Source: an optimization exercise on an open RTL-to-GDS flow (aim: small area, a short achievable clock period and few clock cycles). Production flows keep margins and buffers that such runs may drop.
For this run, only the layout was checked, not whether the RTL still works.
Power figures rest on the tool's default switching activity, not on a simulated workload.

==> design.v <==
module dat_huff (
    input  wire        clk,
    input  wire        rst,
    input  wire        cmd_valid,
    output wire        cmd_ready,
    input  wire [2:0]  cmd_op,
    input  wire [15:0] cmd_arg,
    input  wire        in_valid,
    output wire        in_ready,
    input  wire [31:0] in_data,
    output reg         sym_valid,
    input  wire        sym_ready,
    output reg  [8:0]  sym_data,
    output reg  [1:0]  err
);
    localparam NS = 285;             
    localparam NG = 36;              
    localparam OP_NOP    = 3'd0;
    localparam OP_CLEAR  = 3'd1;
    localparam OP_SETLEN = 3'd2;
    localparam OP_BUILD  = 3'd3;
    localparam OP_INIT   = 3'd4;
    localparam OP_DECODE = 3'd5;
    localparam ERR_INVALID = 2'd1;
    localparam ERR_CORRUPT = 2'd2;
    localparam S_IDLE  = 3'd0;
    localparam S_BWAIT = 3'd1;
    localparam S_WALK  = 3'd2;
    localparam S_SCAN  = 3'd3;
    localparam S_DEC   = 3'd4;
    reg [2:0] state;
    reg       rdy;
    reg       empty;
    assign cmd_ready = rdy;
    wire acc   = cmd_valid & rdy;
    wire ok    = (err == 2'd0);
    genvar gs, gl, gj;
    reg        c_clr;                
    reg        c_set;                
    reg  [8:0] c_sym;
    reg  [4:0] c_len;
    wire [5*288-1:0] lenv;
    assign lenv[5*288-1:5*NS] = {(5*(288-NS)){1'b0}};
    wire len_clr = rst | c_clr;
    generate
        for (gs = 0; gs < NS; gs = gs + 1) begin : g_len
            reg [4:0] q;
            always @(posedge clk)
                if (len_clr)
                    q <= 5'd0;
                else if (c_set && c_sym == gs)
                    q <= c_len;
            assign lenv[5*gs +: 5] = q;
        end
    endgenerate
    reg  [5:0]  sc_g;                
    wire        in_scan = (state == S_SCAN);
    wire [5:0]  rd_g    = in_scan ? sc_g : c_sym[8:3];
    wire [39:0] rd_grp  = lenv[40*rd_g +: 40];
    wire [4:0]  old_len = rd_grp[5*c_sym[2:0] +: 5];
    reg        su_v;
    reg  [4:0] su_old;
    reg  [4:0] su_new;
    reg  [8:0] cnt [1:31];
    generate
        for (gl = 1; gl <= 31; gl = gl + 1) begin : g_cnt
            wire inc = su_v && su_new == gl;
            wire dec = su_v && su_old == gl;
            always @(posedge clk)
                if (len_clr)
                    cnt[gl] <= 9'd0;
                else if (inc && !dec)
                    cnt[gl] <= cnt[gl] + 9'd1;
                else if (dec && !inc)
                    cnt[gl] <= cnt[gl] - 9'd1;
        end
    endgenerate
    reg  [8:0] lo [1:31];            
    reg  [8:0] Q  [1:31];            
    reg  [4:0] lmax;
    reg  [4:0] wl;
    reg  [8:0] wa;                   
    reg  [8:0] wv;                   
    reg        wst;                  
    wire [8:0] w_n    = cnt[wl];
    wire [9:0] w_t    = {1'b0, wv} + {1'b0, w_n};
    wire [8:0] w_a    = wa + w_n;
    wire       w_over = (w_n != 9'd0) && (wl <= 5'd8) && (w_t > (10'd1 << wl));
    wire [8:0] w_lo   = (wl >= 5'd9) ? (9'd0 - w_t[8:0]) : ((9'd1 << wl) - w_t[8:0]);
    reg  [39:0] sc_buf;
    reg  [7:0]  sc_m;
    reg  [5:0]  sc_bg;
    reg         pl_v;
    reg  [4:0]  pl_l;
    reg  [8:0]  pl_s;
    wire [7:0]  sc_low  = sc_m & (~sc_m + 8'd1);
    wire [7:0]  sc_rest = sc_m & ~sc_low;
    wire [2:0]  sc_j    = {|(sc_low & 8'hF0), |(sc_low & 8'hCC), |(sc_low & 8'hAA)};
    wire [7:0]  rd_pres;
    generate
        for (gj = 0; gj < 8; gj = gj + 1) begin : g_pres
            assign rd_pres[gj] = |rd_grp[5*gj +: 5];
        end
    endgenerate
    wire [8:0] pl_q   = Q[pl_l];
    wire [8:0] pl_idx = pl_q - lo[pl_l];
    generate
        for (gl = 1; gl <= 31; gl = gl + 1) begin : g_tab
            always @(posedge clk) begin
                if (state == S_WALK && wl == gl) begin
                    lo[gl] <= w_lo;
                    Q[gl]  <= wa + w_lo;
                end else if (pl_v && pl_l == gl) begin
                    Q[gl]  <= pl_q + 9'd1;
                end
            end
        end
    endgenerate
    wire [9*NS-1:0] sav;
    generate
        for (gs = 0; gs < NS; gs = gs + 1) begin : g_sa
            reg [8:0] q;
            always @(posedge clk)
                if (pl_v && pl_idx == gs)
                    q <= pl_s;
            assign sav[9*gs +: 9] = q;
        end
    endgenerate
    reg  [31:0] S0;
    reg  [31:0] S1;
    reg  [1:0]  sv;
    reg  [5:0]  cp;
    reg         need;                
    reg  [15:0] dec_left;
    assign in_ready = need;
    wire         cur_v  = cp[5] ? sv[1] : sv[0];      
    wire         oth_v  = cp[5] ? sv[0] : sv[1];      
    wire [6:0]   known  = (cur_v ? (7'd32 - {2'b0, cp[4:0]}) : 7'd0) + (oth_v ? 7'd32 : 7'd0);
    wire         tgt    = cur_v ? ~cp[5] : cp[5];      
    wire [63:0]  B   = {S0 | {32{~sv[0]}}, S1 | {32{~sv[1]}}};
    wire [127:0] BB  = {B, B} << cp;
    wire [31:0]  w   = BB[127:96];
    wire [32:1] ge;                  
    wire [32:1] eqx;                 
    wire [8:0]  c9 [1:31];           
    wire [31:1] kn_ok;               
    wire [31:1] lmask;
    assign ge[32]  = 1'b0;
    assign eqx[32] = 1'b0;
    generate
        for (gl = 1; gl <= 31; gl = gl + 1) begin : g_dec
            wire [8:0] lq = lo[gl];
            assign kn_ok[gl] = known >= gl;
            assign lmask[gl] = lmax >= gl;
            if (gl <= 9) begin : g_s
                wire [gl-1:0] code = w[31 -: gl];
                assign c9[gl]  = code;
                assign ge[gl]  = lmask[gl] & (code >= lq[gl-1:0]);
                if (gl == 1) begin : g_1
                    assign eqx[gl] = lmask[gl] & lq[0] & ~code[0];
                end else begin : g_n
                    assign eqx[gl] = lmask[gl] & lq[0] & ~code[0] &
                                     (code[gl-1:1] == lq[gl-1:1]);
                end
            end else begin : g_l
                wire [8:0] code = w[40-gl -: 9];
                wire       ones = &w[31 -: (gl-9)];
                assign c9[gl]  = code;
                assign ge[gl]  = lmask[gl] & ones & (code >= lq);
                assign eqx[gl] = lmask[gl] & ones & lq[0] & ~code[0] &
                                 (code[8:1] == lq[8:1]);
            end
        end
    endgenerate
    wire [31:1] oh    = ge[31:1] & ~ge[32:2];
    wire        d_any = ge[1];
    wire        d_gap = |(oh & eqx[32:2]);
    wire        d_hit = d_any & ~d_gap;
    reg  [4:0] d_len;
    reg  [8:0] d_q;
    reg  [8:0] d_c;
    integer k;
    always @(*) begin
        d_len = 5'd0;
        d_q   = 9'd0;
        d_c   = 9'd0;
        for (k = 1; k <= 31; k = k + 1) begin
            d_len = d_len | ({5{oh[k]}} & k[4:0]);
            d_q   = d_q   | ({9{oh[k]}} & Q[k]);
            d_c   = d_c   | ({9{oh[k]}} & c9[k]);
        end
    end
    wire [8:0] d_idx = d_q + ~d_c;
    wire d_valid = d_any ? |(oh & kn_ok) : (known != 7'd0);
    reg        r1v;
    reg  [8:0] r1i;
    reg  [1:0] fcnt;
    reg  [8:0] fsk;
    wire mv     = r1v && (fcnt != 2'd2);
    wire r1_ld  = !r1v || mv;
    wire fire   = (state == S_DEC) && (dec_left != 16'd0) && r1_ld && d_valid;
    wire f_hit  = fire && d_hit;
    wire f_miss = fire && !d_hit;
    wire [5:0] qn     = cp + {1'b0, d_len};
    wire       wcross = qn[5] != cp[5];
    wire       more   = (dec_left != 16'd1);
    wire [8:0] s2_sym = sav[9*r1i +: 9];
    wire       pop    = sym_valid && sym_ready;
    wire dec_done = (dec_left == 16'd0) && !need && !r1v &&
                    (fcnt == 2'd0 || (fcnt == 2'd1 && pop));
    wire a_dec = acc && ok && cmd_op == OP_DECODE && cmd_arg != 16'd0;
    wire a_inv = acc && ok && (cmd_op[2:1] == 2'b11 ||
                 (cmd_op == OP_SETLEN && cmd_arg[8:0] >= NS));
    always @(posedge clk) begin
        if (rst) begin
            state    <= S_IDLE;
            rdy      <= 1'b1;
            err      <= 2'd0;
            empty    <= 1'b1;
            c_clr    <= 1'b0;
            c_set    <= 1'b0;
            su_v     <= 1'b0;
            cp       <= 6'd0;
            sv       <= 2'b00;
            need     <= 1'b0;
            dec_left <= 16'd0;
            r1v      <= 1'b0;
            fcnt     <= 2'd0;
            sym_valid <= 1'b0;
            pl_v     <= 1'b0;
        end else begin
            c_clr <= acc && ok && cmd_op == OP_CLEAR;
            c_set <= acc && ok && cmd_op == OP_SETLEN && cmd_arg[8:0] < NS;
            c_sym <= cmd_arg[8:0];
            c_len <= cmd_arg[13:9];
            if (a_inv)
                err <= ERR_INVALID;
            if (acc && ok && cmd_op == OP_INIT) begin
                cp <= 6'd0;
                sv <= 2'b00;
            end
            if (acc && ok && cmd_op == OP_BUILD) begin
                state <= S_BWAIT;
                rdy   <= 1'b0;
            end
            if (a_dec) begin
                if (empty) begin
                    err <= ERR_CORRUPT;
                end else begin
                    state    <= S_DEC;
                    rdy      <= 1'b0;
                    dec_left <= cmd_arg;
                    need     <= !(cur_v && (oth_v || cp[4:0] == 5'd0));
                end
            end
            su_v   <= c_set;
            su_old <= old_len;
            su_new <= c_len;
            if (c_clr)
                su_v <= 1'b0;
            pl_v <= 1'b0;
            case (state)
            S_BWAIT: begin
                state <= S_WALK;
                wl    <= 5'd31;
                wa    <= 9'd0;
                wv    <= 9'd0;
                wst   <= 1'b0;
            end
            S_WALK: begin
                wa <= w_a;
                wv <= w_t[9:1] + {8'd0, w_t[0]};
                wl <= wl - 5'd1;
                if (w_n != 9'd0 && !wst) begin
                    wst  <= 1'b1;
                    lmax <= wl;
                end
                if (w_over) begin
                    err   <= ERR_CORRUPT;
                    state <= S_IDLE;
                    rdy   <= 1'b1;
                end else if (wl == 5'd1) begin
                    empty <= (w_a == 9'd0);
                    if (w_a == 9'd0) begin
                        state <= S_IDLE;
                        rdy   <= 1'b1;
                    end else begin
                        state <= S_SCAN;
                        sc_g  <= 6'd0;
                        sc_m  <= 8'd0;
                    end
                end
            end
            S_SCAN: begin
                if (sc_m != 8'd0) begin
                    pl_v <= 1'b1;
                    pl_l <= sc_buf[5*sc_j +: 5];
                    pl_s <= {sc_bg, sc_j};
                end
                if (sc_rest == 8'd0) begin
                    if (sc_g != NG) begin
                        sc_buf <= rd_grp;
                        sc_m   <= rd_pres;
                        sc_bg  <= sc_g;
                        sc_g   <= sc_g + 6'd1;
                    end else begin
                        sc_m  <= 8'd0;
                        state <= S_IDLE;
                        rdy   <= 1'b1;
                    end
                end else begin
                    sc_m <= sc_rest;
                end
            end
            default: ;
            endcase
            if (need && in_valid) begin
                if (tgt)
                    S1 <= in_data;
                else
                    S0 <= in_data;
                sv[tgt] <= 1'b1;
                need    <= 1'b0;
            end
            if (f_hit) begin
                dec_left <= dec_left - 16'd1;
                cp       <= qn;
                if (wcross)
                    sv[cp[5]] <= 1'b0;
                if (!need && more && (oth_v ? (wcross && qn[4:0] != 5'd0) : 1'b1))
                    need <= 1'b1;
            end
            if (f_miss) begin
                dec_left <= 16'd0;
                err      <= ERR_CORRUPT;
            end
            if (r1_ld) begin
                r1v <= f_hit;
                r1i <= d_idx;
            end
            case (fcnt)
            2'd0: if (mv) begin
                      sym_data  <= s2_sym;
                      sym_valid <= 1'b1;
                      fcnt      <= 2'd1;
                  end
            2'd1: begin
                      if (mv && pop) begin
                          sym_data <= s2_sym;
                      end else if (mv) begin
                          fsk  <= s2_sym;
                          fcnt <= 2'd2;
                      end else if (pop) begin
                          sym_valid <= 1'b0;
                          fcnt      <= 2'd0;
                      end
                  end
            default: if (pop) begin
                      sym_data <= fsk;
                      fcnt     <= 2'd1;
                  end
            endcase
            if (state == S_DEC && dec_done) begin
                state <= S_IDLE;
                rdy   <= 1'b1;
            end
        end
    end
endmodule
==> flow/run.sh <==
#!/bin/bash
# Standard layout, with timing repair aimed at a 14 ns setup margin.
set -euo pipefail
export SETUP_SLACK_MARGIN=14
bash standard.sh > standard.log 2>&1
==> standard.sh <==
#!/bin/bash
# synth_recipe.tcl (not shown) runs the flow's synth.tcl, then flattens the netlist and writes it again
# the make line also repeats each setting of config.mk as NAME=value (left out here)
make -C /OpenROAD-flow-scripts/flow DESIGN_CONFIG=/design/flow/config.mk WORK_HOME=/design/flow/orfs CLKGATE_MAP_FILE= SYNTH_SCRIPT=/design/flow/synth_recipe.tcl "${@:-finish}"
==> config.mk <==
export PLATFORM = sky130hd
export DESIGN_NAME = dat_huff
export DESIGN_NICKNAME = dat_huff
export VERILOG_FILES = /design/flow/design.v
export SDC_FILE = /design/flow/constraint.sdc
export NUM_CORES = 8
export LEC_CHECK = 0
export CAP_MARGIN = 20
export CORE_MARGIN = 2
export CORE_UTILIZATION = 40
export SLEW_MARGIN = 20
==> constraint.sdc <==
create_clock -name core_clock -period 20.0 [get_ports {clk}]
set_input_delay 4.0000 -clock core_clock [delete_from_list [all_inputs] [get_ports {clk}]]
set_output_delay 4.0000 -clock core_clock [all_outputs]
set_load 0.01 [all_outputs]
==> metrics.md <==
| Metric | Value |
|---|---|
| Gr usage total | 25.7% |
| Largest net degree at the start of global routing | 233 |
| Crit-path slowest cell | mux4_2 |
| Total Nets Final | 20.3k |
| Min-Delay Path Depth | 0 |
| CTS tree | yes |
| Routed len/inst | 28.6 µm |
| Final Hold Fails | 0 |
| Peak VDD IR | around 0.00010 V |
| Core area | slightly below 600000 µm² |
| Status | finished clean |
| Maxcap violations | 0 |
| CP peak stage delay | between 0.5 and 0.6 ns |
| Worst-path fanout max | 7 |
| Die height | 769 µm |
| First-pass GRT wire length | 1140000 µm |
| Post-synthesis net count | between 20k and 25k |
| Post-layout min period | around 7.3 ns |
| Syn Area/Cell | 12.1 µm² |
| Syn Inst Count | 19.4k |
| Routed WL | 797000 µm |
| CTS buffer count | between 500 and 600 |
| Worst-path clk slew | 0.06 ns |
| Setup_tns | 0 ns |
| Tcrit/Tclk final | 36.4% |
| Design Power | between 0.02 and 0.025 W |
| Final ANT Viol Nets | 0 |
| FP Rows | about 280 |
| Die ar. | 592000 µm² |
| Synth Flop Type | edfxtp_1 |
| Sequential fraction of the synthesis area | 57.7% |
| Worst r2r src | cp[0] |
| RD Place Congestion | 0.998 |
| Depth of the worst register-to-register path | 31 |
| Clk Latency, worst-skew pair | 1.12 ns |
| Worst hold path type | flop to flop |
| Root Driver | clkbuf_16 |
| Actual slew at the worst max-slew pin | around 1.4 ns |
| H-Tree Depth | 6 |
| Vias in the first global route | 161k |
| Initial antenna violation count | 34 |
| Vias | around 170k |
| Async set or reset register ratio after synthesis | 0% |
| Longest Clk Path Bufs | 4 |
| Rel. slew slack | 9.74% |
| PortBufs | 69 |
| Library cells used by synthesis | 97 |
| Hold EP | pl_s[7] |
| CP required | 20.80 ns |
| Mapped Area | 234000 µm² |
| Placed wire-length estimate | 493000 µm |
| Clock Sinks | ~5.1k |
| Worst reg2reg setup slack | 12.72 ns |
| Fmax | ~140 MHz |
| #FFs+latches synth | 5085 |
| Unrepaired setup endpoints after global routing | true |
| R2r endpoint | r1i[8] |
| P&R area growth vs syn | 18.3% |
| Drt pass-1 iters | 14 |
| Worst setup EP type | flop |
| Pins Over Slew Limit | 0 |
| Arr. time, crit path | 8.09 ns |
| I/O pins | 70 |
| Pwr dens | 83.7 nW/µm² |
| Layout fillers | around 51k |
| Number of synthesized flops with an enable pin | 3341 |
| Finish-stage setup viols | 0 |
| Worst Setup Start Kind | flop |
| DRC viols | 0 |
| Overflow after GRT | 0 |
| Layout cells sized above 1 | 21.1% |
| Warnings from Yosys | 31 |
| Clock skew | 0.103 ns |
| Pleak | 92.8 nW |
| Die extent in x | 769 µm |
| Initial core utilization | 40.1% |
| DR vias/cell | around 6.1 |
| Critical path class | flop to flop |
| Iter 0 DRT Violations | approximately 22k |
| Hold wc startpoint | sc_bg[4] |
-- report_power, final --
group          total, W  internal (W)  switching (W)
registers        0.0112        0.0112      0.0000243
clock network    0.0103       0.00589        0.00445
logic           0.00167      0.000510        0.00116
-- how the worst max path moves through the flow --
stage	to	slack, ns	cells after the start	start
global placement	r1i[8]	11.08	30	cp[0]
detailed placement	r1i[7]	11.10	28	cp[0]
floorplan	r1i[8]	13.59	30	cp[0]
finish	r1i[8]	12.72	31	cp[0]
global route	r1i[8]	12.66	32	cp[0]
CTS	r1i[8]	12.96	31	cp[0]
-- synth_stat cells, drive strengths merged (238+ instances only) --
master	count	area share [%]
edfxtp	3341	43
nand2	2347	3.8
a21oi	2158	4.6
dfxtp	1744	15
nor2	1526	2.4
clkbuf	1213	1.9
mux4	1193	11
nand3	1160	2.5
ha	571	3.1
o21ai	568	1.2
inv	450	0.72
mux2i	281	1.2
buf	264	0.49
a21o	239	0.77
xnor2	238	0.89
-- kinds of logic after synthesis --
| kind of cell | after synthesis | synth area share, % |
|---|---|---|
| buffers and inverters | 1930 | 3.16 |
| AOI/OAI and AO/OA | 4152 | 10.8 |
| muxes | 1551 | 13.0 |
| adders and majority gates | 611 | 3.38 |
| and+or+nand+nor | 5768 | 10.7 |
| xor gates and xnor gates | 326 | 1.22 |
| DFF | 5085 | 57.7 |
-- area by class of cell --
type | instances | area (µm²) | share of cell area (%)
Sequential cell | 5085 | 135000 | 48.8
Timing Repair Buffer | 1129 | 12900 | 4.64
Multi-Input combinational cell | 12400 | 99300 | 35.8
Tap cell | 7782 | 9740 | 3.51
Antenna cell | 16 | 40.0 | 0.0144
Clock inverter | 266 | 3040 | 1.10
Inverter | 453 | 1790 | 0.645
Timing Repair inverter | 1 | 8.76 | 0.00316
Clock buffer | 730 | 15100 | 5.46
-- repair_timing --
item | in CTS | in global routing
setup buffers | 325 | 250
setup endpoints to repair | 4157 | 3103
gates resized for setup | 1396 | 422
cloned | 47 | 20
pin swaps | 219 | 327
hold buffers | 0 | 0
-- metrics by stage --
stage	utilization (%)	instance area [µm²]	hold slack, ns	worst slack, ns	std cells
5_1_grt	47.4	277000	0.434	12.66	27900
4_1_cts	46.5	272000	0.430	12.96	27600
3_5_place_dp	41.7	244000	0.413	11.10	26200
6_report	47.4	277000	0.417	12.72	27900
2_1_floorplan	-	235000	0.400	13.59	19400
3_3_place_gp	41.7	244000	0.405	11.08	26200
-- flip-flops by register name, summed over array words and instances, names as in the netlist, 16 cells and up --
| name | flops |
|---|---|
| S1 | 32 |
| cnt | 279 |
| S0 | 32 |
| g_len.q | 1425 |
| sc_buf | 40 |
| g_sa.q | 2565 |
| Q | 279 |
| lo | 279 |
| dec_left | 16 |
-- cells in the final DEF (no fill, tap or decap), types with 536 or more instances in the layout --
cell type	Yosys	routed
mux4_2	1193	1193
o21ai_0	565	541
dfxtp_1	1744	1737
nand3_1	1159	1139
nand2_1	2345	2306
clkbuf_16	0	576
buf_4	11	679
a21oi_1	2156	2070
edfxtp_1	3341	3341
ha_1	571	536
nor2_1	1526	1116
-- critical path, delay by kind of cell (launching register included) --
family | cells | cell delay [ns]
compound gates | 11 | 2.35
xor+xnor | 2 | 0.28
fa+ha+maj | 2 | 0.76
buf+inv | 9 | 1.31
flops | 1 | 0.42
mux | 3 | 0.99
simple gates | 4 | 0.88
-- metal layers --
metal,up-vias,GRT usage (%),share of wire [%]
li1,73700,-,-
met2,8417,39.8,45
met1,85400,35.5,41
met5,-,0,0.0065
met3,1851,4.89,9.2
met4,10,11.0,5.2

static timing again, ports no longer ideal:
In the flow no input, the clock included, has a driving cell. The finished layout below was timed again as built, in two steps. Step 1 (the two cells are an assumption about what drives the block):
set clk [get_ports {clk}]
set_driving_cell -lib_cell sky130_fd_sc_hd__clkbuf_16 $clk
set_driving_cell -lib_cell sky130_fd_sc_hd__buf_2 [delete_from_list [all_inputs] $clk]
Step 2 moves the port delays by t, midway between the first and last clock arrival at a register: inputs arrive t later, outputs are due t later. That takes back most of the time a late clock gives input paths. a / b / c = ideal ports / drivers / drivers and shift; a / b = the first two.
t, ns: 1.211
setup slack, ns: 12.715 / 12.715 / 12.715
worst setup path at the end: register to register
After both steps this run still meets setup and hold. The setup slack of this run moves by 0.000 ns with the drivers and by 0.000 ns with both steps.
